From an optimization exercise on the open Yosys and OpenROAD flow, aimed at small area, a short achievable clock period and few clock cycles per item; shortcuts taken in it are not production practice.

== rev 12 ==
==> flow/design.v <==
module sha256_core (
    input  wire         clk,
    input  wire         rst,
    input  wire         start,
    input  wire         first,
    input  wire [511:0] block,
    output wire         ready,
    output reg          done,
    output reg  [255:0] digest
);
    reg [5:0]  m;                
    reg [31:0] kc;               
    always @(*) begin
        case (m)
            6'd0:  kc = 32'h428a2f98;  6'd1:  kc = 32'h71374491;
            6'd2:  kc = 32'hb5c0fbcf;  6'd3:  kc = 32'he9b5dba5;
            6'd4:  kc = 32'h3956c25b;  6'd5:  kc = 32'h59f111f1;
            6'd6:  kc = 32'h923f82a4;  6'd7:  kc = 32'hab1c5ed5;
            6'd8:  kc = 32'hd807aa98;  6'd9:  kc = 32'h12835b01;
            6'd10: kc = 32'h243185be;  6'd11: kc = 32'h550c7dc3;
            6'd12: kc = 32'h72be5d74;  6'd13: kc = 32'h80deb1fe;
            6'd14: kc = 32'h9bdc06a7;  6'd15: kc = 32'hc19bf174;
            6'd16: kc = 32'he49b69c1;  6'd17: kc = 32'hefbe4786;
            6'd18: kc = 32'h0fc19dc6;  6'd19: kc = 32'h240ca1cc;
            6'd20: kc = 32'h2de92c6f;  6'd21: kc = 32'h4a7484aa;
            6'd22: kc = 32'h5cb0a9dc;  6'd23: kc = 32'h76f988da;
            6'd24: kc = 32'h983e5152;  6'd25: kc = 32'ha831c66d;
            6'd26: kc = 32'hb00327c8;  6'd27: kc = 32'hbf597fc7;
            6'd28: kc = 32'hc6e00bf3;  6'd29: kc = 32'hd5a79147;
            6'd30: kc = 32'h06ca6351;  6'd31: kc = 32'h14292967;
            6'd32: kc = 32'h27b70a85;  6'd33: kc = 32'h2e1b2138;
            6'd34: kc = 32'h4d2c6dfc;  6'd35: kc = 32'h53380d13;
            6'd36: kc = 32'h650a7354;  6'd37: kc = 32'h766a0abb;
            6'd38: kc = 32'h81c2c92e;  6'd39: kc = 32'h92722c85;
            6'd40: kc = 32'ha2bfe8a1;  6'd41: kc = 32'ha81a664b;
            6'd42: kc = 32'hc24b8b70;  6'd43: kc = 32'hc76c51a3;
            6'd44: kc = 32'hd192e819;  6'd45: kc = 32'hd6990624;
            6'd46: kc = 32'hf40e3585;  6'd47: kc = 32'h106aa070;
            6'd48: kc = 32'h19a4c116;  6'd49: kc = 32'h1e376c08;
            6'd50: kc = 32'h2748774c;  6'd51: kc = 32'h34b0bcb5;
            6'd52: kc = 32'h391c0cb3;  6'd53: kc = 32'h4ed8aa4a;
            6'd54: kc = 32'h5b9cca4f;  6'd55: kc = 32'h682e6ff3;
            6'd56: kc = 32'h748f82ee;  6'd57: kc = 32'h78a5636f;
            6'd58: kc = 32'h84c87814;  6'd59: kc = 32'h8cc70208;
            6'd60: kc = 32'h90befffa;  6'd61: kc = 32'ha4506ceb;
            6'd62: kc = 32'hbef9a3f7;  default: kc = 32'hc67178f2;
        endcase
    end
    localparam [255:0] IV = {32'h6a09e667, 32'hbb67ae85, 32'h3c6ef372, 32'ha54ff53a,
                             32'h510e527f, 32'h9b05688c, 32'h1f83d9ab, 32'h5be0cd19};
    reg         p1, p2;          
    reg         rnd;             
    reg  [5:0]  c;               
    reg         r0, r61, r62, r63, c64, c65;
    reg         rdy;
    reg         use_iv;          
    reg         blk_iv;          
    reg         sh_iv, sh_d2, sh_d3, sh_rg;
    reg         sd_iv3, sd_a1, sd_a3, sd_rb;
    assign ready = rdy;
    wire accept = start & rdy;
    reg [31:0]  ra, rb, rc;      
    reg [31:0]  re, rf, rg;      
    reg [31:0]  t1;              
    reg [31:0]  hkw;             
    reg [31:0]  dhkw;            
    reg [31:0]  kw;              
    reg [511:0] w;               
    reg [31:0]  wc;              
    wire [31:0] s1   = {re[5:0], re[31:6]} ^ {re[10:0], re[31:11]} ^ {re[24:0], re[31:25]};
    wire [31:0] ch   = (re & rf) ^ (~re & rg);
    wire [31:0] s0   = {ra[1:0], ra[31:2]} ^ {ra[12:0], ra[31:13]} ^ {ra[21:0], ra[31:22]};
    wire [31:0] maj  = (ra & rb) ^ (ra & rc) ^ (rb & rc);
    wire [31:0] e_nx  = dhkw + s1 + ch;
    wire [31:0] t1_nx = hkw + s1 + ch;
    wire [31:0] a_nx  = t1 + s0 + maj;
    wire [31:0] w0   = w[511:480];
    wire [31:0] w1   = w[479:448];
    wire [31:0] w9   = w[223:192];
    wire [31:0] w14  = w[63:32];
    wire [31:0] ss0  = {w1[6:0], w1[31:7]} ^ {w1[17:0], w1[31:18]} ^ (w1 >> 3);
    wire [31:0] ss1  = {w14[16:0], w14[31:17]} ^ {w14[18:0], w14[31:19]} ^ (w14 >> 10);
    wire [31:0] q_s  = ss1 ^ w9 ^ ss0;
    wire [31:0] q_c  = {(ss1[30:0] & w9[30:0]) | (ss1[30:0] & ss0[30:0]) | (w9[30:0] & ss0[30:0]), 1'b0};
    wire [31:0] n_s  = q_s ^ q_c ^ w0;
    wire [31:0] n_c  = {(q_s[30:0] & q_c[30:0]) | (q_s[30:0] & w0[30:0]) | (q_c[30:0] & w0[30:0]), 1'b0};
    wire [31:0] w15  = w[31:0] + wc;
    wire [31:0] da0 = digest[255:224], da1 = digest[223:192], da2 = digest[191:160], da3 = digest[159:128];
    wire [31:0] de0 = digest[127:96],  de1 = digest[95:64],   de2 = digest[63:32],   de3 = digest[31:0];
    reg  step_e;                 
    reg  step_a;                 
    wire [31:0] iv_a = ({32{r62}} & IV[159:128]) | ({32{r63}} & IV[191:160]) |
                       ({32{c64}} & IV[223:192]) | ({32{c65}} & IV[255:224]);
    wire [31:0] iv_e = ({32{r61}} & IV[31:0])    | ({32{r62}} & IV[63:32]) |
                       ({32{r63}} & IV[95:64])   | ({32{c64}} & IV[127:96]);
    wire [31:0] sum_a = (blk_iv ? iv_a : da3) + ra;
    wire [31:0] sum_e = (blk_iv ? iv_e : de3) + re;
    wire [127:0] a_nxt = step_a ? {sum_a, da0, da1, da2} : digest[255:128];
    wire [127:0] e_nxt = step_e ? {sum_e, de0, de1, de2} : digest[127:0];
    wire [95:0] ini_e = use_iv ? IV[127:32]  : e_nxt[127:32];
    wire [95:0] ini_a = use_iv ? IV[255:160] : a_nxt[127:32];
    wire [31:0] ini_c2 = use_iv ? IV[191:160] : (c64 ? da0 : da2);      
    wire [31:0] h_src = ({32{sh_iv}} & IV[31:0]) | ({32{sh_d2}} & de2) |
                        ({32{sh_d3}} & de3)      | ({32{sh_rg}} & rg);
    wire [31:0] d_src = ({32{sd_iv3}} & IV[159:128]) | ({32{sd_a1}} & da1) |
                        ({32{sd_a3}} & da3)          | ({32{sd_rb}} & rb);
    wire [31:0] hkw_nx  = h_src + kw;
    wire [31:0] dhkw_nx = d_src + h_src + kw;
    wire [31:0] kw_nx   = (p1 ? 32'h428a2f98 : kc) + w0;      
    always @(posedge clk) begin
        kw   <= kw_nx;
        hkw  <= hkw_nx;
        dhkw <= dhkw_nx;
        t1   <= t1_nx;
        if (p2) begin
            {re, rf, rg} <= ini_e;
        end else begin
            re <= e_nx;
            rf <= re;
            rg <= rf;
        end
        if (r0) begin
            {ra, rb, rc} <= ini_a;
        end else begin
            ra <= a_nx;
            rb <= p2 ? ini_c2 : ra;
            rc <= rb;
        end
        if (accept) begin
            w  <= block;
            wc <= 32'd0;
        end else begin
            w  <= {w[479:32], w15, n_s};
            wc <= n_c;
        end
        digest <= {a_nxt, e_nxt};
        if (accept)
            use_iv <= first;
        if (rnd & (c == 6'd60))
            blk_iv <= use_iv;
        m <= p1 ? 6'd1 : m + 6'd1;
        sh_iv  <= p1 & use_iv;
        sh_d2  <= p1 & ~use_iv & r63;
        sh_d3  <= p1 & ~use_iv & ~r63;
        sh_rg  <= ~p1;
        sd_iv3 <= p1 & use_iv;
        sd_a1  <= p1 & ~use_iv & r63;
        sd_a3  <= p1 & ~use_iv & ~r63;
        sd_rb  <= ~p1;
        c <= rnd ? c + 6'd1 : 6'd0;
        if (rst) begin
            p1   <= 1'b0;
            p2   <= 1'b0;
            rnd  <= 1'b0;
            r0   <= 1'b0;
            r61  <= 1'b0;
            r62  <= 1'b0;
            r63  <= 1'b0;
            c64  <= 1'b0;
            c65  <= 1'b0;
            done <= 1'b0;
            rdy  <= 1'b1;
            step_e <= 1'b0;
            step_a <= 1'b0;
        end else begin
            p1   <= accept;
            p2   <= p1;
            r0   <= p2;
            rnd  <= p2 | (rnd & ~r63);
            r61  <= rnd & (c == 6'd60);
            r62  <= r61;
            r63  <= r62;
            c64  <= r63;
            c65  <= c64;
            done <= c65;
            step_e <= (rnd & (c == 6'd60)) | r61 | r62 | r63;
            step_a <= r61 | r62 | r63 | c64;
            rdy  <= ~(accept | p1 | ((p2 | (rnd & ~r63)) & ~r61));
        end
    end
endmodule
clock: 9.0 ns
lec_check: 0
cap_margin: 20
core_margin: 2
core_utilization: 50
cts_buf_list: sky130_fd_sc_hd__clkbuf_8
cts_cluster_size: 20
setup_slack_margin: 5
slew_margin: 20
standard.sh (not shown) runs the stock make flow with config.mk's settings and CLKGATE_MAP_FILE= SYNTH_SCRIPT=/design/flow/synth_recipe.tcl, a recipe that flattens the netlist after the stock synthesis.
==> flow/flow/run.sh <==
#!/bin/bash
# The standard layout, with the port buffers made of the smallest buffer cell.
set -euo pipefail
bash standard.sh "BUFFER_PORTS_ARGS=-buffer_cell sky130_fd_sc_hd__buf_1" finish > standard_flow.log 2>&1
For rev 13, these inputs were changed with respect to rev 12:
-- flow/design.v --
<<< rev 12, line 57
    reg         blk_iv;          
    reg         sh_iv, sh_d2, sh_d3, sh_rg;
    reg         sd_iv3, sd_a1, sd_a3, sd_rb;
    assign ready = rdy;
    wire accept = start & rdy;
>>> rev 13, line 57
    reg         blk_iv;          
    reg         sh_iv, sh_d2, sh_d3, sh_rg;
    reg         sd_iv3, sd_iv2, sd_a1, sd_a2, sd_a3, sd_rb;
    assign ready = rdy;
    wire accept = start & rdy;
<<< rev 12, line 100
    wire [95:0] ini_e = use_iv ? IV[127:32]  : e_nxt[127:32];
    wire [95:0] ini_a = use_iv ? IV[255:160] : a_nxt[127:32];
    wire [31:0] ini_c2 = use_iv ? IV[191:160] : (c64 ? da0 : da2);      
    wire [31:0] h_src = ({32{sh_iv}} & IV[31:0]) | ({32{sh_d2}} & de2) |
                        ({32{sh_d3}} & de3)      | ({32{sh_rg}} & rg);
    wire [31:0] d_src = ({32{sd_iv3}} & IV[159:128]) | ({32{sd_a1}} & da1) |
                        ({32{sd_a3}} & da3)          | ({32{sd_rb}} & rb);
    wire [31:0] hkw_nx  = h_src + kw;
    wire [31:0] dhkw_nx = d_src + h_src + kw;
    wire [31:0] kw_nx   = (p1 ? 32'h428a2f98 : kc) + w0;      
    always @(posedge clk) begin
        kw   <= kw_nx;
>>> rev 13, line 100
    wire [95:0] ini_e = use_iv ? IV[127:32]  : e_nxt[127:32];
    wire [95:0] ini_a = use_iv ? IV[255:160] : a_nxt[127:32];
    wire [31:0] h_src = ({32{sh_iv}} & IV[31:0]) | ({32{sh_d2}} & de2) |
                        ({32{sh_d3}} & de3)      | ({32{sh_rg}} & rg);
    wire [31:0] d_src = ({32{sd_iv3}} & IV[159:128]) | ({32{sd_iv2}} & IV[191:160]) |
                        ({32{sd_a1}} & da1) | ({32{sd_a2}} & da2) |
                        ({32{sd_a3}} & da3) | ({32{sd_rb}} & rb);
    wire [31:0] hkw_nx  = h_src + kw;
    wire [31:0] dhkw_nx = d_src + h_src + kw;
    wire [31:0] kw_nx   = kc + w0;
    always @(posedge clk) begin
        kw   <= kw_nx;
<<< rev 12, line 124
        end else begin
            ra <= a_nx;
            rb <= p2 ? ini_c2 : ra;
            rc <= rb;
        end
>>> rev 13, line 124
        end else begin
            ra <= a_nx;
            rb <= ra;
            rc <= rb;
        end
<<< rev 12, line 139
        if (rnd & (c == 6'd60))
            blk_iv <= use_iv;
        m <= p1 ? 6'd1 : m + 6'd1;
        sh_iv  <= p1 & use_iv;
        sh_d2  <= p1 & ~use_iv & r63;
>>> rev 13, line 139
        if (rnd & (c == 6'd60))
            blk_iv <= use_iv;
        m <= accept ? 6'd0 : m + 6'd1;
        sh_iv  <= p1 & use_iv;
        sh_d2  <= p1 & ~use_iv & r63;
<<< rev 12, line 145
        sh_rg  <= ~p1;
        sd_iv3 <= p1 & use_iv;
        sd_a1  <= p1 & ~use_iv & r63;
        sd_a3  <= p1 & ~use_iv & ~r63;
        sd_rb  <= ~p1;
        c <= rnd ? c + 6'd1 : 6'd0;
        if (rst) begin
>>> rev 13, line 145
        sh_rg  <= ~p1;
        sd_iv3 <= p1 & use_iv;
        sd_iv2 <= p2 & use_iv;
        sd_a1  <= (p1 & ~use_iv & r63) | (p2 & ~use_iv & c64);
        sd_a2  <= p2 & ~use_iv & ~c64;
        sd_a3  <= p1 & ~use_iv & ~r63;
        sd_rb  <= ~p1 & ~p2;
        c <= rnd ? c + 6'd1 : 6'd0;
        if (rst) begin
--- outcome ---
Rev 13 | stages: all done | timing, DRC, antenna: all pass. Compared with rev 12, the router placed fewer vias in rev 13. NOTE: first-iteration DRC count in rev 13 falls short of that of rev 12. Routed wire length on met3 of rev 13 falls short of that of rev 12 by a little under 10%. Rev 13 vs rev 12 — sequential cell area fraction in the yosys report rose 0.66 points. NOTE clock-buffer cell count rev 12->rev 13 decreased slightly. Rev 13 has clock period minus worst slack above what rev 12 had. Final net count in rev 13 is 0.72% below rev 12.
No run of this note included a check of the RTL's function; only the layout flow was run.

==> afterwards: timing with drivers on the ports <==
The flow's constraints put no driver on any port. The routed layouts listed below were extracted and timed again, unchanged, in two steps.
Step 1, drivers: a clkbuf_16 drives clk and a buf_2 each remaining input, both assumed.
Step 2 times the ports against the registers' clock, not the clock port: input delays grow and output delays shrink by t, the midpoint of the rising clock arrivals with the driver on.
Slacks: ideal / step 1 / step 2; pairs: ideal / step 1.
| run | t, ns | setup WS [ns] | worst data-port slew with drivers (ns) |
|---|---|---|---|
| rev 12 | 1.018 | 4.864 / 4.864 / 4.386 | 0.12 |
| rev 13 | 1.041 | 4.722 / 4.722 / 4.151 | 0.14 |
After both steps setup and hold are still met in every run listed. For rev 13, which loses most, drivers alone change the setup slack by 0.000 ns; drivers and shift together by -0.571 ns.
